This design comes from an exercise in tuning for small area on the open sky130 flow, not from production work.
The RTL was checked by simulation tests, not by an equivalence proof against the original design.
Power figures rest on the tool's default switching activity, not on a simulated workload.

**flow/run.sh**
```bash
#!/bin/bash
# Standard ORFS flow with three changes:
#  - the ABC script used for ABC_AREA=1 is replaced by flow/abc_area.script
#    (area-only mapping; registers come from the unchanged dfflibmap step);
#  - port buffers use sky130_fd_sc_hd__buf_1;
#  - ADDER_MAP_FILE is left empty, so half/full adder structures are left to
#    ABC instead of being mapped to ha/fa cells first;
#  - clock tree synthesis runs with the arguments in flow/cts_args.txt
#    (smaller clock buffers, no dummy loads).
set -euo pipefail
rm -rf scripts_mod
cp -r "$FLOW_HOME/scripts" scripts_mod
cp flow/abc_area.script scripts_mod/abc_area.script
export SCRIPTS_DIR="$PWD/scripts_mod"
export BUFFER_PORTS_ARGS="-buffer_cell sky130_fd_sc_hd__buf_1"
export CTS_ARGS="$(cat flow/cts_args.txt)"
bash standard.sh "SCRIPTS_DIR=$PWD/scripts_mod" "ADDER_MAP_FILE=" \
  "BUFFER_PORTS_ARGS=-buffer_cell sky130_fd_sc_hd__buf_1" \
  "CTS_ARGS=$CTS_ARGS" finish > standard_run.log 2>&1
```
**flow/abc_area.script**
```
strash
&get -n
&fraig -x
&put
strash
dc2
strash
dc2
strash
&get -n
&dch -f
&nf -a -R 1000
&put
strash
&get -n
&dch -f
&nf -a -R 1000
&put
strash
&get -n
&dch -f
&nf -a -R 1000
&put
topo
```
**flow/cts_args.txt**
```
-sink_clustering_enable -repair_clock_nets -dont_use_dummy_load -buf_list sky130_fd_sc_hd__clkbuf_4 -root_buf sky130_fd_sc_hd__clkbuf_4
```
**standard.sh**
```bash
#!/bin/bash
# synth_recipe.tcl (not shown) runs the flow's synth.tcl, then flattens the netlist and writes it again
# the make line also repeats each setting of config.mk as NAME=value (left out here)
make -C /OpenROAD-flow-scripts/flow DESIGN_CONFIG=/design/flow/config.mk WORK_HOME=/design/flow/orfs CLKGATE_MAP_FILE= SYNTH_SCRIPT=/design/flow/synth_recipe.tcl "${@:-finish}"
```
**config.mk**
```make
export PLATFORM = sky130hd
export DESIGN_NAME = mvn_cpu
export DESIGN_NICKNAME = mvn_cpu
export VERILOG_FILES = /design/flow/design.v
export SDC_FILE = /design/flow/constraint.sdc
export NUM_CORES = 4
export LEC_CHECK = 0
export ABC_AREA = 1
export CAP_MARGIN = 20
export CORE_MARGIN = 2
export CORE_UTILIZATION = 60
export PLACE_DENSITY = 0.8
export SLEW_MARGIN = 20
```
**constraint.sdc**
```tcl
create_clock -name core_clock -period 10.0 [get_ports {clk}]
set_input_delay 2.0000 -clock core_clock [delete_from_list [all_inputs] [get_ports {clk}]]
set_output_delay 2.0000 -clock core_clock [all_outputs]
set_load 0.01 [all_outputs]
```
**design.v**
```verilog
module mvn_cpu (
    input  wire        clk,
    input  wire        rst,
    output reg         mem_req,
    output reg         mem_we,
    output reg  [11:0] mem_addr,
    output reg  [7:0]  mem_wdata,
    input  wire        mem_ready,
    input  wire [7:0]  mem_rdata,
    output wire        in_ready,
    input  wire        in_valid,
    input  wire [11:0] in_data,
    output wire        out_valid,
    output wire [11:0] out_data,
    output wire        halted,
    input  wire        resume,
    output wire        done,
    output wire        faulted,
    output wire [3:0]  fault_code,
    output wire [12:0] pc_o,
    output wire [11:0] ac_o
);
    localparam [3:0] OP_JMP = 4'h0, OP_JZ = 4'h1, OP_JN = 4'h2, OP_LV = 4'h3,
                     OP_ADD = 4'h4, OP_SUB = 4'h5, OP_MUL = 4'h6, OP_DIV = 4'h7,
                     OP_LD  = 4'h8, OP_MM  = 4'h9, OP_SC  = 4'hA, OP_RS  = 4'hB,
                     OP_HM  = 4'hC, OP_GD  = 4'hD, OP_PD  = 4'hE, OP_OS  = 4'hF;
    localparam [4:0] S_CLR   = 5'd0,   
                     S_FETCH = 5'd1,   
                     S_X1    = 5'd2,   
                     S_RDL   = 5'd3,   
                     S_OPA   = 5'd4,   
                     S_MUL   = 5'd5,   
                     S_DIV   = 5'd6,   
                     S_WR    = 5'd7,   
                     S_COPY  = 5'd8,   
                     S_HALT  = 5'd9,
                     S_GD    = 5'd10,
                     S_NEGF  = 5'd11,  
                     D_0 = 5'h10, D_5 = 5'h15, D_6 = 5'h16, D_7 = 5'h17, D_8 = 5'h18, D_9 = 5'h19;
    reg  [4:0]  st;
    reg  [3:0]  ph;       
    reg  [11:0] P;        
    reg  [11:0] A;        
    reg  [11:0] O;        
    reg  [11:0] T;        
    reg  [3:0]  OP;       
    reg         c;        
    reg         pcc;      
    reg         f;        
    reg         neg;      
    wire clr   = (st == S_CLR);
    wire fetch = (st == S_FETCH);
    wire x1    = (st == S_X1);
    wire rdl   = (st == S_RDL);
    wire opa   = (st == S_OPA);
    wire mulp  = (st == S_MUL);
    wire divp  = (st == S_DIV);
    wire wr    = (st == S_WR);
    wire cpy   = (st == S_COPY);
    wire halt  = (st == S_HALT);
    wire gd    = (st == S_GD);
    wire negf  = (st == S_NEGF);
    wire ph0   = (ph == 4'd0);
    wire ph11  = (ph == 4'd11);
    wire ph12  = (ph == 4'd12);
    wire ph15  = (ph == 4'd15);
    wire phhi  = ph[3] & ph[2];           
    wire it0   = (OP[3:1] == 3'b011) && (OP[0] == divp);
    wire it11  = divp ? (OP == 4'hA) : (OP == 4'h4);
    wire opr_fff  = &O;
    wire opr_zero = ~|O;
    wire ac_zero  = ~|A;
    wire t_zero   = ~|T;
    wire op_jmp = (OP == OP_JMP);
    wire op_jz  = (OP == OP_JZ);
    wire op_jn  = (OP == OP_JN);
    wire op_lv  = (OP == OP_LV);
    wire op_add = (OP == OP_ADD);
    wire op_sub = (OP == OP_SUB);
    wire op_mul = (OP == OP_MUL);
    wire op_div = (OP == OP_DIV);
    wire op_ld  = (OP == OP_LD);
    wire op_mm  = (OP == OP_MM);
    wire op_sc  = (OP == OP_SC);
    wire op_rs  = (OP == OP_RS);
    wire op_hm  = (OP == OP_HM);
    wire op_gd  = (OP == OP_GD);
    wire op_pd  = (OP == OP_PD);
    wire op_os  = (OP == OP_OS);
    wire memop = (OP[3:2] == 2'b01) || (OP[3:2] == 2'b10);
    wire rdw   = (OP[3:2] == 2'b01) || op_ld || op_rs;
    wire x1m   = x1 && !phhi;              
    wire mb = mem_rdata[{ph[2] & !x1, ph[1:0]}];
    always @(*) begin
        mem_addr = fetch ? {P[10:0], !ph[3]} : O;
        mem_req  = (fetch && !P[11]) || (x1 && phhi && rdw) || (rdl && !ph[3]) ||
                   (wr && (ph15 || ph12));
        mem_we   = wr;
        if (op_sc)
            mem_wdata = ph[0] ? {3'b000, P[11:7]} : {P[6:0], 1'b0};
        else
            mem_wdata = ph[0] ? {{4{A[11]}}, A[11:8]} : A[7:0];
    end
    wire go = !(mem_req && !mem_ready);
    wire negc  = ph0 ? A[11] : neg;              
    wire rnn   = it0 || A[0];                    
    wire subc  = ph0 ? (rnn ^ T[11]) : f;        
    wire mbit  = ph0 ? A[0] : f;                 
    reg x, ys, inv, c0;
    always @(*) begin
        x = 1'b0; ys = 1'b0; inv = 1'b0; c0 = 1'b0;
        if (fetch || negf) begin
            ys = A[0]; inv = neg; c0 = neg;
        end else if (x1) begin
            if (op_lv) x = O[0];
            else begin x = !op_gd && O[0]; c0 = rdw; end    
        end else if (rdl) begin
            ys = A[0]; inv = negc; c0 = negc;
        end else if (opa) begin
            x = !op_ld && A[0]; ys = T[0]; inv = op_sub; c0 = op_sub;
        end else if (mulp) begin
            x  = !it0 && O[1];
            ys = mbit && T[0];
        end else if (divp) begin
            x  = ph0 ? A[11] : pcc;
            ys = T[0]; inv = subc; c0 = subc;
        end else if (wr) begin
            x = O[0]; c0 = 1'b1;                     
        end
    end
    wire y   = ys ^ inv;
    wire ci  = ph0 ? c0 : c;
    wire sum = x ^ y ^ ci;
    wire co  = (x & y) | (ci & (x ^ y));
    wire hain = cpy ? ((op_rs ? T[1] : O[1]) && !ph11) : (P[0] && !clr);
    wire pci  = ph0 ? (x1 || (cpy && op_sc)) : pcc;
    wire psum = hain ^ pci;
    wire taken = op_jmp || op_hm || (op_jz && ac_zero) || (op_jn && A[11]);
    wire pdsh = x1 && op_pd && (ph15 || (!phhi && !ph11));    
    wire shA = (clr && !phhi) || ((fetch || negf) && !phhi) ||
               pdsh ||
               (x1m && (op_lv || op_gd)) || (rdl && op_div) || opa ||
               (mulp && ph0) || (divp && !ph0);
    wire ldA = gd && in_valid;
    wire shP = ((clr || x1) && !phhi) || cpy;
    wire shO = fetch || (x1m && !op_pd) || pdsh ||
               mulp || divp || (wr && !phhi) || cpy;
    wire shT = (x1 && phhi && rdw) || rdl || opa || mulp || divp || cpy;
    wire sinO = fetch ? OP[0] : (x1 && op_pd) ? A[0] : (x1m || wr || mulp || divp) ? sum : O[0];
    wire sinT = (x1 || (rdl && !ph[3])) ? mb : T[0];
    wire sinA = (divp || (x1 && op_pd)) ? A[0] : sum;
    wire a0n  = (divp && ph11) ? !sum : A[1];
    assign in_ready   = gd;
    assign out_valid  = x1 && ph11 && op_pd;
    assign out_data   = O;
    assign halted     = halt;
    assign done       = st[4];
    assign faulted    = |st[3:0];
    assign fault_code = st[3:0];
    assign pc_o       = {P, 1'b0};
    assign ac_o       = A;
    always @(posedge clk) begin
        if (go) begin
            c   <= co;
            pcc <= divp ? (!it0 && O[0]) : (hain & pci);
            if (x1 && ph12)          f <= (mem_rdata[7:4] != 4'd0);
            else if (mulp && ph0)    f <= A[0];
            else if (divp && ph0)    f <= subc;
            if (clr || (fetch && ph15))  neg <= 1'b0;
            else if (x1 && ph15)         neg <= memop && opr_fff;    
            else if (rdl && ph0 && op_div) neg <= A[11];
            else if (divp && ph11 && it11) neg <= neg ^ T[0];    
            if (shP) P <= {psum, P[11:1]};
            if (shO) O <= {sinO, O[11:1]};
            if (shT) T <= {sinT, T[11:1]};
            if (fetch || ((mulp || divp) && ph11)) OP <= {fetch ? mb : OP[0] ^ OP[1], OP[3:1]};
            if (shA || ldA) A <= {sinA, A[11:2], a0n} | ({12{ldA}} & in_data);
        end
    end
    always @(posedge clk) begin
        if (rst) begin
            st <= S_CLR;
            ph <= 4'd0;
        end else if (go) begin
            ph <= ph + 4'd1;
            case (st)
                S_CLR, S_OPA: begin
                    if (ph11) begin ph <= 4'd0; st <= S_FETCH; end
                end
                S_NEGF: begin
                    if (ph11) st <= D_7;
                end
                S_FETCH: begin
                    if (ph15) begin
                        ph <= 4'd12;
                        st <= P[11] ? D_6 : S_X1;
                    end
                end
                S_X1: begin
                    if (ph11) begin
                        ph <= 4'd0;
                        if (neg) st <= D_6;
                        else if (memop) begin
                            if (rdw) st <= S_RDL;
                            else if (op_sc && O[1]) st <= D_5;
                            else begin st <= S_WR; ph <= 4'd15; end
                        end else if (op_jmp || op_jz || op_jn || op_hm) begin
                            if (!taken) st <= S_FETCH;
                            else if (!O[1]) st <= S_COPY;
                            else if (op_hm) st <= S_HALT;
                            else st <= D_5;
                        end else if (op_gd) st <= S_GD;
                        else if (op_os) st <= opr_zero ? D_0 : D_9;
                        else st <= S_FETCH;
                    end
                end
                S_RDL: begin
                    if (ph11) begin
                        ph <= 4'd0;
                        if (op_mul) st <= S_MUL;
                        else if (op_div) st <= t_zero ? S_NEGF : S_DIV;
                        else if (op_rs) st <= f ? D_8 : T[1] ? D_5 : S_COPY;
                        else st <= S_OPA;
                    end
                end
                S_MUL, S_DIV: begin
                    if (ph11) begin
                        ph <= 4'd0;
                        if (it11) st <= S_FETCH;
                    end
                end
                S_WR: begin
                    if (ph12) begin
                        ph <= 4'd0;
                        st <= op_sc ? S_COPY : S_FETCH;
                    end
                end
                S_COPY: begin
                    if (ph11) begin
                        ph <= 4'd0;
                        st <= op_hm ? S_HALT : S_FETCH;
                    end
                end
                S_HALT: begin
                    ph <= 4'd0;
                    if (resume) st <= O[0] ? D_5 : S_FETCH;
                end
                S_GD: begin
                    ph <= 4'd0;
                    if (in_valid) st <= S_FETCH;
                end
                default: ph <= 4'd0;    
            endcase
        end
    end
endmodule
```
==> run notes, run 1 <==
WL/cell=20.3 um; Ys Warns=1; Vias/cell=6.74; wire length of the first global-routing pass=19,000 um; Die ar.=6940 sq um; n_diodes=0; core area=5990 sq um; fraction of layout cells with a size suffix above 1=0.0471; Setup Fix Bufs, Post-CTS=0; Core Rows=28; Synth cell types=45; VDD IR-drop max=0.000159 V; CP peak stage delay=580 ps; total power=0.908 mW; DR iter-0 viols=529; Async SR Flop Fraction=0; Place WS=5560 ps; slew margin rel.=0.434; Startpoint Class=flop; root buffer cell=clkbuf_4; dpl hpwl=8860 um; Crit path buffers/inverters=1; Final Non-Filler Cells=585; syn_nets=430; Antenna Violating Nets Remaining=0; CP max FO=15; Routed WL=11,900 um; GRT overflow=0; antenna violations before repair=0; placed cell count=576; Setup-failing EPs final=0; Layout Nets=537; Worst Hold Path Cells=0; Max Slew Vio Count=0; Mapped Cells=405; largest net degree at the start of global routing=23; FF-to-FF setup slack=5960 ps; IO Port Bufs=91; synth top area cells=edfxtp_1, nor2_1, dfxtp_1; width of the die=83.3 um; Worst Path Arrival=2560 ps; Final Cycle Share=0.456; crit-path cells=nand2b_1, nor2_2, mux4_2, buf_1; CTS tree=done; CP max stage cell=nor2_2; Die Ht=83.3 um; Worst-Skew Late Latency=410 ps; 1st-pass router iterations=5; PD cells=210 nW/um^2; synthesis-to-layout area growth=14.7%; initial core utilization=0.630; Crit path depth=4; Max Cap Viol=0; area fraction of the dominant cell type after synthesis=0.446; status=timing/DRC/antenna clean; Mapped Avg Cell Area=9.31 sq um; CTS sink count=65; RSZ-0062 raised after global routing=false; placed cell areas=4250 sq um; number of buffers created by CTS=9; CTS-repair resized insts=0; required time of the critical path=8000 ps; worst slew pin tran=848 ps; post-route minimum period=4560 ps; H-tree levels=3; cts hold-fix bufs=0; Post-synth EDFFs=56; Post-Synthesis Cell Area=3770 sq um; CTS Buffer Depth=2; CP delay by family, top=simple AND/OR/NAND/NOR gates; Final GP Congestion=1.01; largest area contributor in the netlist=edfxtp_1; DR vias=3,944; synthesized flop and latch total=65; post-route cell area=4330 sq um; register area share after synthesis=0.494; clk_skew=43.6 ps; drc violations=0; CP Class=flop to primary output; Worst Slack Setup Final=5440 ps; setup TNS=0 ps; f_max=219 MHz; GRT Overall Usage=0.347; Tightest Hold Check Type=flop to flop; Critical Path Sink Type=primary output; leak pwr=1.54 nW; Worst Reg-to-Reg Cells=17; number of global-route vias before repair=3,661; Hold Fails Final Rpt=0; I/O pin cnt=93; clk slew on worst S/H paths=110 ps; top_reg_cell synth=edfxtp_1
sequential cells by signal (all words and copies together) (netlist names):
name  flops
A        12
O        12
OP        4
P        12
T        12
c         1
f         1
neg       1
pcc       1
ph        4
st        5
final cells by class:
type,count,area [sq um]
clock buffer,9,67.6
sequential,65,1860
inverter,5,18.8
fill,471,1670
multi-input combinational,334,1900
timing repair buffer,97,387
tap,75,93.8
cells in the mapped netlist, types with 7 or more instances:
master,count
nor2_1,84
edfxtp_1,56
nand2_1,40
o21ai_0,30
nor3_1,22
a21oi_1,21
nand3_1,17
nor4_1,14
nand2b_1,11
a21o_1,10
a211oi_1,9
dfxtp_1,9
a31oi_1,8
mux2i_1,7
final timing paths:
path	end	from
worst max register to register	O[11]	st[3]
worst min register to register	T[5]	T[6]
worst max-delay path	mem_wdata[2]	OP[0]
worst min-delay path	T[5]	T[6]
cell usage in the layout (no fill, tap or decap), types with 11 or more instances in the layout:
cell type | synthesis | final
a21oi_1 | 21 | 20
nand2_1 | 40 | 40
buf_1 | 0 | 91
o21ai_0 | 30 | 30
nor3_1 | 22 | 22
edfxtp_1 | 56 | 56
nor2_1 | 84 | 83
nand3_1 | 17 | 17
nor4_1 | 14 | 14
nand2b_1 | 11 | 11
cell families (layout without fill, tap and decap cells):
family,Yosys count,after routing,share of synthesized area
simple gates,207,207,0.250
compound gates,104,104,0.173
flops,65,65,0.494
mux,13,13,0.0544
xor+xnor,9,9,0.0209
buf+inv,6,111,0.00697
other cells,1,1,0.000994
stage by stage:
step,hold WS (ps),utilization
floorplan,417,-
global placement,426,0.709
detailed placement,430,0.709
CTS,456,0.720
global route,465,0.722
finish,454,0.722
power breakdown:
group | internal [mW] | switching, mW
clock | 0.0418 | 0.0793
sequential | 0.376 | 0.0913
combinational | 0.123 | 0.196
per-layer routing:
layer  GRT usage  vias up  part of all wire
li1            -     1756                 -
met2       0.520      306              0.45
met1       0.479     1827              0.39
met3      0.0746       55              0.11
met4       0.171        0             0.051
met5           0        -                 0
==> run 2, diff against run 1 <==
--- a/flow/run.sh
+++ b/flow/run.sh
@@ -1,5 +1,5 @@
 #!/bin/bash
-# Standard ORFS flow with three changes:
+# Standard ORFS flow with four changes:
 #  - the ABC script used for ABC_AREA=1 is replaced by flow/abc_area.script
 #    (area-only mapping; registers come from the unchanged dfflibmap step);
 #  - port buffers use sky130_fd_sc_hd__buf_1;
--- a/config.mk
+++ b/config.mk
@@ -8,6 +8,6 @@
 export ABC_AREA = 1
 export CAP_MARGIN = 20
 export CORE_MARGIN = 2
-export CORE_UTILIZATION = 60
-export PLACE_DENSITY = 0.8
+export CORE_UTILIZATION = 45
+export PLACE_DENSITY = 0.65
 export SLEW_MARGIN = 20
==> run notes, run 2 <==
status=timing/DRC/antenna clean; Startpoint Class=flop; placed cell count=605; synthesis-to-layout area growth=15.5%; crit-path cells=nand2b_1, nor2_2, mux4_2, buf_1; fraction of layout cells with a size suffix above 1=0.0452; Hold Fails Final Rpt=0; Die Ht=95.6 um; f_max=218 MHz; PD cells=210 nW/um^2; core area=8180 sq um; GRT overflow=0; CTS sink count=65; Routed WL=12,600 um; number of global-route vias before repair=3,379; VDD IR-drop max=0.0000932 V; setup TNS=0 ps; GRT Overall Usage=0.277; reg2reg start=st[3]; DR iter-0 viols=429; largest net degree at the start of global routing=23; Tightest Hold Check Type=flop to flop; commonest cells in the netlist=nor2_1, edfxtp_1, nand2_1, o21ai_0, nor3_1; initial core utilization=0.461; Mapped Cells=405; Crit path buffers/inverters=1; I/O pin cnt=93; Max Slew Vio Count=0; width of the die=95.6 um; Post-Synthesis Cell Area=3770 sq um; Post-synth EDFFs=56; most frequent cells in the layout=buf_1, nor2_1, edfxtp_1, nand2_1, o21ai_0; Final Non-Filler Cells=614; root buffer cell=clkbuf_4; Mapped Avg Cell Area=9.31 sq um; antenna violations before repair=0; CTS-repair resized insts=0; Worst-Skew Late Latency=430 ps; WHS=450 ps; clk_skew=35.8 ps; number of buffers created by CTS=9; most numerous cell in the Yosys netlist=nor2_1; Vias/cell=6.28; commonest non-fill, non-tap cell in the layout=buf_1; DR vias=3,855; Setup Fix Bufs, Post-CTS=0; Worst Path Arrival=2580 ps; syn_nets=430; CP peak stage delay=620 ps; CP Class=flop to primary output; Antenna Violating Nets Remaining=0; final core utilization=0.533; Setup-failing EPs final=0; CTS Buffer Depth=2; slew margin rel.=0.372; Layout Nets=536; H-tree levels=3; leak pwr=1.53 nW; synth top area cells=edfxtp_1, nor2_1, dfxtp_1; IO Port Bufs=91; Max Cap Viol=0; WL/cell=20.5 um; n_diodes=0; largest area contributor in the netlist=edfxtp_1; CP delay by family, top=simple AND/OR/NAND/NOR gates; wire length of the first global-routing pass=18,600 um; Synth cell types=45; CP max stage cell=edfxtp_1; top_reg_cell synth=edfxtp_1; register area share after synthesis=0.494; clk slew on worst S/H paths=120 ps; drc violations=0; Critical Path Sink Type=primary output; dpl hpwl=9220 um; RSZ-0062 raised after global routing=false; min-delay src=T[4]; cts hold-fix bufs=0; 1st-pass router iterations=5; CP startpoint=OP[1]; Die ar.=9130 sq um; CP max FO=15; Final GP Congestion=0.969; area fraction of the dominant cell type after synthesis=0.446; worst slew pin tran=942 ps; Ys Warns=1; synthesized flop and latch total=65; required time of the critical path=8000 ps; total power=0.914 mW; CTS tree=done; post-route minimum period=4580 ps; # fillers=807; Final Cycle Share=0.458; Core Rows=33; Async SR Flop Fraction=0
run 2: cell types whose count changed in the layout (fill, tap and decap cells not counted):
cell	change
buf_4	-1
run 2: report_power, final:
| group | total [mW] | switching, mW | leakage, nW | internal [mW] |
|---|---|---|---|---|
| Clock | 0.127 | 0.0854 | 0.0414 | 0.0418 |
| Combinational | 0.314 | 0.192 | 0.841 | 0.123 |
| Sequential | 0.472 | 0.0964 | 0.651 | 0.376 |
run 2: final cells by class:
cell class / instances / area [sq um] / area share
Multi-Input combinational cell: 334 / 1900 / 0.436
Sequential cell: 65 / 1860 / 0.427
Timing Repair Buffer: 96 / 379 / 0.0870
Tap cell: 105 / 131 / 0.0302
Clock buffer: 9 / 67.6 / 0.0155
Inverter: 5 / 18.8 / 0.00431
run 2: cells by family (layout without fill, tap and decap cells):
kind of cell | after synthesis | in the layout | synth area share
xor+xnor | 9 | 9 | 0.0209
simple gates | 207 | 207 | 0.250
compound gates | 104 | 104 | 0.173
buf+inv | 6 | 110 | 0.00697
flops | 65 | 65 | 0.494
mux | 13 | 13 | 0.0544
other cells | 1 | 1 | 0.000994
run 2: worst register-to-register path: stages (launching register included):
cell	delay (ps)
dfxtp_1	430
nor2_1	250
nand2_1	220
nor2_1	610
xnor2_1	200
a31oi_1	240
xor2_1	180
a21oi_1	110
a32o_1	230
o21ai_0	140
nand2_1	90
o21ai_0	120
xnor2_1	120
nor4_1	290
nor2_1	90
xnor2_1	290
o21ai_0	150
a21oi_1	140
run 2: per-stage QoR:
step | area, sq um | worst slack, ps
2_1_floorplan | 3770 | 5990
3_3_place_gp | 4280 | 5640
3_5_place_dp | 4290 | 5540
4_1_cts | 4350 | 5110
5_1_grt | 4360 | 5250
6_report | 4360 | 5420
run 2: metal layers:
metal | global-route usage | vias to the layer above | wire length [um]
li1 | - | 1755 | -
met1 | 0.370 | 1820 | 5280
met2 | 0.427 | 248 | 5640
met3 | 0.0696 | 32 | 1210
met4 | 0.121 | 0 | 445
met5 | 0 | - | 0
run 2: path summary, 6_finish.rpt:
| path | to | slack (ps) | cells past startpoint |
|---|---|---|---|
| min reg2reg | T[3] | 450 | 0 |
| max reg2reg | O[11] | 5950 | 17 |
| max | mem_wdata[2] | 5420 | 4 |
| min | T[3] | 450 | 0 |
==> run 3, diff against run 2 <==
--- a/design.v
+++ b/design.v
@@ -33,8 +33,7 @@
                      S_DIV   = 5'd6,   
                      S_WR    = 5'd7,   
                      S_COPY  = 5'd8,   
-                     S_HALT  = 5'd9,
-                     S_GD    = 5'd10,
+                     S_WAIT  = 5'd9,   
                      S_NEGF  = 5'd11,  
                      D_0 = 5'h10, D_5 = 5'h15, D_6 = 5'h16, D_7 = 5'h17, D_8 = 5'h18, D_9 = 5'h19;
     reg  [4:0]  st;
@@ -57,8 +56,7 @@
     wire divp  = (st == S_DIV);
     wire wr    = (st == S_WR);
     wire cpy   = (st == S_COPY);
-    wire halt  = (st == S_HALT);
-    wire gd    = (st == S_GD);
+    wire wt    = (st == S_WAIT);
     wire negf  = (st == S_NEGF);
     wire ph0   = (ph == 4'd0);
     wire ph11  = (ph == 4'd11);
@@ -87,6 +85,7 @@
     wire op_gd  = (OP == OP_GD);
     wire op_pd  = (OP == OP_PD);
     wire op_os  = (OP == OP_OS);
+    wire gd     = wt && op_gd;
     wire memop = (OP[3:2] == 2'b01) || (OP[3:2] == 2'b10);
     wire rdw   = (OP[3:2] == 2'b01) || op_ld || op_rs;
     wire x1m   = x1 && !phhi;              
@@ -139,7 +138,7 @@
     wire pdsh = x1 && op_pd && (ph15 || (!phhi && !ph11));    
     wire shA = (clr && !phhi) || ((fetch || negf) && !phhi) ||
                pdsh ||
-               (x1m && (op_lv || op_gd)) || (rdl && op_div) || opa ||
+               (x1m && (op_lv || op_gd)) || (rdl && op_div && !opr_zero) || opa ||
                (mulp && ph0) || (divp && !ph0);
     wire ldA = gd && in_valid;
     wire shP = ((clr || x1) && !phhi) || cpy;
@@ -153,7 +152,7 @@
     assign in_ready   = gd;
     assign out_valid  = x1 && ph11 && op_pd;
     assign out_data   = O;
-    assign halted     = halt;
+    assign halted     = wt && !op_gd;
     assign done       = st[4];
     assign faulted    = |st[3:0];
     assign fault_code = st[3:0];
@@ -167,7 +166,6 @@
             else if (mulp && ph0)    f <= A[0];
             else if (divp && ph0)    f <= subc;
             if (clr || (fetch && ph15))  neg <= 1'b0;
-            else if (x1 && ph15)         neg <= memop && opr_fff;    
             else if (rdl && ph0 && op_div) neg <= A[11];
             else if (divp && ph11 && it11) neg <= neg ^ T[0];    
             if (shP) P <= {psum, P[11:1]};
@@ -199,17 +197,17 @@
                 S_X1: begin
                     if (ph11) begin
                         ph <= 4'd0;
-                        if (neg) st <= D_6;
-                        else if (memop) begin
+                        if (memop) begin
                             if (rdw) st <= S_RDL;
+                            else if (opr_fff) st <= D_6;
                             else if (op_sc && O[1]) st <= D_5;
                             else begin st <= S_WR; ph <= 4'd15; end
                         end else if (op_jmp || op_jz || op_jn || op_hm) begin
                             if (!taken) st <= S_FETCH;
                             else if (!O[1]) st <= S_COPY;
-                            else if (op_hm) st <= S_HALT;
+                            else if (op_hm) st <= S_WAIT;
                             else st <= D_5;
-                        end else if (op_gd) st <= S_GD;
+                        end else if (op_gd) st <= S_WAIT;
                         else if (op_os) st <= opr_zero ? D_0 : D_9;
                         else st <= S_FETCH;
                     end
@@ -217,7 +215,8 @@
                 S_RDL: begin
                     if (ph11) begin
                         ph <= 4'd0;
-                        if (op_mul) st <= S_MUL;
+                        if (opr_zero) st <= D_6;           
+                        else if (op_mul) st <= S_MUL;
                         else if (op_div) st <= t_zero ? S_NEGF : S_DIV;
                         else if (op_rs) st <= f ? D_8 : T[1] ? D_5 : S_COPY;
                         else st <= S_OPA;
@@ -238,16 +237,12 @@
                 S_COPY: begin
                     if (ph11) begin
                         ph <= 4'd0;
-                        st <= op_hm ? S_HALT : S_FETCH;
-                    end
-                end
-                S_HALT: begin
+                        st <= op_hm ? S_WAIT : S_FETCH;
+                    end
+                end
+                S_WAIT: begin
                     ph <= 4'd0;
-                    if (resume) st <= O[0] ? D_5 : S_FETCH;
-                end
-                S_GD: begin
-                    ph <= 4'd0;
-                    if (in_valid) st <= S_FETCH;
+                    if (op_gd ? in_valid : resume) st <= (!op_gd && O[0]) ? D_5 : S_FETCH;
                 end
                 default: ph <= 4'd0;    
             endcase
--- a/flow/run.sh
+++ b/flow/run.sh
@@ -6,7 +6,7 @@
 #  - ADDER_MAP_FILE is left empty, so half/full adder structures are left to
 #    ABC instead of being mapped to ha/fa cells first;
 #  - clock tree synthesis runs with the arguments in flow/cts_args.txt
-#    (smaller clock buffers, no dummy loads).
+#    (clkbuf_8 clock buffers, no dummy loads).
 set -euo pipefail
 rm -rf scripts_mod
 cp -r "$FLOW_HOME/scripts" scripts_mod
==> flow/abc_area.script (replaced) <==
strash
&get -n
&fraig -x
&put
strash
dc2
strash
&get -n
&deepsyn -T 60
&put
strash
&get -n
&dch -f
&nf -a -R 1000
&put
strash
&get -n
&dch -f
&nf -a -R 1000
&put
topo
==> flow/cts_args.txt (replaced) <==
-sink_clustering_enable -repair_clock_nets -dont_use_dummy_load -buf_list sky130_fd_sc_hd__clkbuf_8 -root_buf sky130_fd_sc_hd__clkbuf_8
--- a/config.mk
+++ b/config.mk
@@ -9,5 +9,6 @@
 export CAP_MARGIN = 20
 export CORE_MARGIN = 2
 export CORE_UTILIZATION = 45
+export GPL_TIMING_DRIVEN = 0
 export PLACE_DENSITY = 0.65
 export SLEW_MARGIN = 20
==> run notes, run 3 <==
crit path to=halted; Final GP Congestion=0.963; Synth cell types=42; cts hold-fix bufs=0; RR Endpoint=A[6]; Place WS=5220 ps; DR iter-0 viols=416; Final Cycle Share=0.520; drc violations=0; status=timing/DRC/antenna clean; required time of the critical path=8000 ps; setup TNS=0 ps; Die Ht=94.2 um; # fillers=756; Core Rows=32; global-route track usage on met2=0.429; 1st-pass router iterations=5; register area share after synthesis=0.508; H-tree levels=3; fraction of layout cells with a size suffix above 1=0.0316; syn_nets=431; Ys Warns=1; dpl hpwl=8860 um; placed cell count=599; wire length of the first global-routing pass=18,400 um; VDD IR-drop max=0.000122 V; most frequent cells in the layout=nand2_1, buf_1, edfxtp_1, nor2_1, nand3_1; GRT Overall Usage=0.276; post-route cell area=4280 sq um; width of the die=94.2 um; Worst-Skew Late Latency=340 ps; Die ar.=8880 sq um; Worst Slack Setup Final=4800 ps; synth top area cells=edfxtp_1, nand2_1, dfxtp_1; Startpoint Class=flop; WL/cell=19.6 um; IO Port Bufs=91; Mapped Avg Cell Area=9.03 sq um; CTS-repair resized insts=0; RSZ-0062 raised after global routing=false; met1 usage=0.369; Post-synth EDFFs=56; Worst Hold Path Cells=0; Setup-failing EPs final=0; CP startpoint=st[3]; Hold Fails Final Rpt=0; synthesized flop and latch total=65; antenna violations before repair=0; CTS tree=done; total power=1.28 mW; commonest cells in the netlist=nand2_1, edfxtp_1, nor2_1, nand3_1, o21ai_0; FF-to-FF setup slack=5290 ps; clk slew on worst S/H paths=60 ps; Post-Synthesis Cell Area=3660 sq um; number of buffers created by CTS=9; most numerous cell in the Yosys netlist=nand2_1; GRT overflow=0; busiest grt layer=met2; Async SR Flop Fraction=0; CTS Buffer Depth=2; Vias/cell=6.05; clk_skew=15.2 ps; Final Non-Filler Cells=608; Worst Path Arrival=3200 ps; Mapped Cells=406; Tightest Hold Check Type=flop to flop; largest net degree at the start of global routing=23; Multi-input gate area=1790 sq um; n_diodes=0; Setup Fix Bufs, Post-CTS=0; CP Class=flop to primary output; post-route minimum period=5200 ps; DR vias=3,678; PD cells=299 nW/um^2; I/O pin cnt=93; worst slew pin tran=1010 ps; placed cell areas=4140 sq um; largest area contributor in the netlist=edfxtp_1; Max Slew Vio Count=0; Layout Nets=533; root buffer cell=clkbuf_8; Antenna Violating Nets Remaining=0; Critical Path Sink Type=primary output; Routed WL=11,900 um; slew margin rel.=0.325; f_max=192 MHz; CTS sink count=65; number of global-route vias before repair=3,485; grt met3 use=0.0618; CP max FO=22; initial core utilization=0.469; area occupied by registers=1860 sq um; WHS=437 ps; area fraction of the dominant cell type after synthesis=0.459; Max Cap Viol=0; reg2reg start=st[3]; core area=7810 sq um; leak pwr=1.51 nW; Worst Reg-to-Reg Cells=13; final core utilization=0.548; synthesis-to-layout area growth=16.8%; top_reg_cell synth=edfxtp_1
## run 3: changes by cell type after synthesis, moves of 5 or more
cell,change
nand2_1,+51
nor2_1,-39
nand3_1,+11
nor3_1,-10
nand2b_1,-8
mux2i_1,-6
and2_0,+5
## run 3: area by class of cell
type                            instances  share of cell area
Timing Repair Buffer                   91              0.0798
Multi-Input combinational cell        333               0.419
Clock buffer                            9              0.0289
Inverter                                7             0.00614
Sequential cell                        65               0.435
Buffer                                  1             0.00175
Tap cell                              102              0.0298
## run 3: power by group
group	internal (mW)	switching, mW	leakage (nW)
registers	0.452	0.150	0.632
clock network	0.0802	0.0908	0.0647
logic	0.176	0.333	0.817
## run 3: logic make-up (layout without fill, tap and decap cells)
| group | Yosys count | in the layout | share of synthesized area |
|---|---|---|---|
| other | 1 | 1 | 0.00102 |
| multiplexers | 6 | 6 | 0.0242 |
| AND/OR/NAND/NOR | 222 | 222 | 0.275 |
| XOR/XNOR | 7 | 7 | 0.0167 |
| AO/OA/AOI/OAI | 96 | 96 | 0.163 |
| buffers and inverters | 8 | 108 | 0.00922 |
| flip-flops | 65 | 65 | 0.508 |
| adder cells (fa/ha/maj) | 1 | 1 | 0.00273 |
## run 3: worst min path at each step
stage,from,end,slack (ps)
3_3_place_gp,T[9],T[8],430
2_1_floorplan,T[10],T[9],420
3_5_place_dp,T[9],T[8],430
5_1_grt,T[6],T[5],460
4_1_cts,T[6],T[5],440
6_report,T[6],T[5],440
## run 3: worst max-delay path: stages (launching register included)
cell     delay, ps
dfxtp_1        520
nor2_1         130
nand2_1        150
nor2_1          90
nand2_1        640
nand2_1        360
nor2_1         310
nand2_1        200
nor2_1         250
buf_1          220
## run 3: layer usage
layer / share of wire / vias up / wire length [um]
li1: - / 1722 / -
met1: 0.44 / 1721 / 5180
met2: 0.45 / 214 / 5360
met3: 0.087 / 21 / 1040
met4: 0.026 / 0 / 314
met5: 0 / - / 0
==> run 4, diff against run 3 <==
--- a/config.mk
+++ b/config.mk
@@ -9,6 +9,5 @@
 export CAP_MARGIN = 20
 export CORE_MARGIN = 2
 export CORE_UTILIZATION = 45
-export GPL_TIMING_DRIVEN = 0
 export PLACE_DENSITY = 0.65
 export SLEW_MARGIN = 20
==> run notes, run 4 <==
leak pwr=1.53 nW; Async SR Flop Fraction=0; DR vias=3,778; n_diodes=0; clk_skew=25.0 ps; Synth cell types=42; most numerous cell in the Yosys netlist=nand2_1; DR iter-0 viols=395; Worst Path Arrival=2950 ps; part of the power in registers=0.462; placed cell count=602; root buffer cell=clkbuf_8; clock group share of total power=0.131; Critical Path Sink Type=primary output; core area=7810 sq um; Mapped Cells=406; synth top area cells=edfxtp_1, nand2_1, dfxtp_1; Setup Fix Bufs, Post-CTS=0; Max Cap Viol=0; number of global-route vias before repair=3,498; CTS tree=done; area fraction of the dominant cell type after synthesis=0.459; largest net degree at the start of global routing=23; VDD IR-drop max=0.000117 V; Setup-failing EPs final=0; clk slew on worst S/H paths=70 ps; synthesized flop and latch total=65; H-tree levels=3; syn_nets=431; Multi-input gate area=1770 sq um; Tightest Hold Check Type=flop to flop; worst slew pin tran=1030 ps; Layout Nets=536; CP Class=flop to primary output; Die ar.=8880 sq um; CP peak stage delay=660 ps; Mapped Avg Cell Area=9.03 sq um; # fillers=775; I/O pin cnt=93; CP max FO=22; GRT Overall Usage=0.286; Final GP Congestion=0.998; IO Port Bufs=91; Core Rows=32; PD cells=302 nW/um^2; crit-path cells=nor2_1, nand2_1, nand2_1, nor2_1, nand2_1, nor2_1, buf_1; dpl hpwl=9430 um; commonest cells in the netlist=nand2_1, edfxtp_1, nor2_1, nand3_1, o21ai_0; post-route minimum period=4950 ps; Startpoint Class=flop; WHS=431 ps; Final Non-Filler Cells=611; synthesis-to-layout area growth=16.9%; Post-Synthesis Cell Area=3660 sq um; Final Cycle Share=0.495; width of the die=94.2 um; Vias/cell=6.18; RSZ-0062 raised after global routing=false; CTS-repair resized insts=0; Comb pwr share=0.407; setup TNS=0 ps; Antenna Violating Nets Remaining=0; Post-synth EDFFs=56; Routed WL=12,500 um; status=timing/DRC/antenna clean; CTS sink count=65; WL/cell=20.4 um; largest area contributor in the netlist=edfxtp_1; CTS Buffer Depth=2; Ys Warns=1; number of buffers created by CTS=9; Max Slew Vio Count=0; 1st-pass router iterations=5; f_max=202 MHz; Hold Fails Final Rpt=0; required time of the critical path=8000 ps; top_reg_cell synth=edfxtp_1; area occupied by registers=1860 sq um; drc violations=0; Pint=0.715 mW; CP max stage cell=dfxtp_1; initial core utilization=0.469; most frequent cells in the layout=nand2_1, buf_1, edfxtp_1, nor2_1, nand3_1; register area share after synthesis=0.508; CP delay by family, top=simple AND/OR/NAND/NOR gates; cts hold-fix bufs=0; wire length of the first global-routing pass=19,000 um; final core utilization=0.549; Worst-Skew Late Latency=350 ps; antenna violations before repair=0; Switch Pwr=0.580 mW; Die Ht=94.2 um; GRT overflow=0; Crit path buffers/inverters=1; slew margin rel.=0.309; fraction of layout cells with a size suffix above 1=0.0314; switching share of power=0.448
[run 4: cell counts after synthesis]
Identical to the previous run, type by type.
[run 4: worst paths after layout]
check / to / slack, ps / startpoint / depth (start not counted)
setup / recovery: halted / 5050 / st[1] / 7
hold / removal: T[7] / 430 / T[8] / 0
setup reg to reg: A[2] / 5550 / st[1] / 11
hold reg to reg: T[7] / 430 / T[8] / 0
[run 4: cells by family after synthesis]
kind of cell / share of synthesized area
buffers and inverters: 0.00922
flip-flops: 0.508
AO/OA/AOI/OAI: 0.163
other: 0.00102
AND/OR/NAND/NOR: 0.275
multiplexers: 0.0242
adder cells (fa/ha/maj): 0.00273
XOR/XNOR: 0.0167
[run 4: through the flow]
stage	setup slack, ps	power (mW)	instance area [sq um]
6_report	5050	1.29	4280
5_1_grt	4780	1.37	4280
2_1_floorplan	6130	0.882	3660
3_5_place_dp	5420	1.12	4160
3_3_place_gp	5590	1.11	4160
4_1_cts	5070	1.29	4280
[run 4: power groups by stage]
stage	clock network, mW	logic [mW]	registers, mW
after floorplan	0	0.301	0.581
after global placement	0	0.513	0.601
after detailed placement	0	0.520	0.601
after CTS	0.174	0.522	0.596
after global routing	0.184	0.576	0.613
final	0.170	0.527	0.598
[run 4: routing by layer]
| metal | wire (um) | track usage |
|---|---|---|
| met4 | 442 | 0.115 |
| met5 | 0 | 0 |
| met1 | 5090 | 0.376 |
| met3 | 1170 | 0.0538 |
| met2 | 5750 | 0.464 |
[run 4: final cells by class]
class                   count  area share
clock buffers               9      0.0289
inverters                   7     0.00613
multi-input cells         333       0.414
flip-flops and latches     65       0.435
well taps                 102      0.0298
repair buffers             95      0.0867

-- separate check: timing with driven ports --
How much do the figures lean on ideal ports? The routed layouts below were timed once more, with nothing changed but the port constraints.
Step 1 sets driving cells, clkbuf_16 on the clock port and buf_2 on the other inputs (assumed; they add their load-dependent delay and slew).
Step 2 also shifts input and output timing later by t, the mid clock arrival at the registers, as if the neighbouring blocks saw the same clock.
Slacks: ideal / step 1 / step 2; pairs: ideal / step 1.
| run | shift t [ns] | setup slack, ns | hold slack, ns | latest minus earliest clock arrival (ns) | slew at the worst register clock pin (ns) |
|---|---|---|---|---|---|
| run 1 | 0.415 | 5.444 / 5.415 / 5.830 | 0.454 / 0.454 / 0.454 | 0.044 / 0.043 | 0.11 / 0.11 |
| run 2 | 0.440 | 5.419 / 5.387 / 5.827 | 0.450 / 0.450 / 0.450 | 0.036 / 0.036 | 0.12 / 0.12 |
| run 3 | 0.369 | 4.801 / 4.764 / 5.133 | 0.437 / 0.437 / 0.437 | 0.016 / 0.016 | 0.07 / 0.07 |
| run 4 | 0.368 | 5.046 / 5.013 / 5.381 | 0.431 / 0.431 / 0.431 | 0.025 / 0.026 | 0.08 / 0.08 |
After both steps every run listed still meets setup and hold.
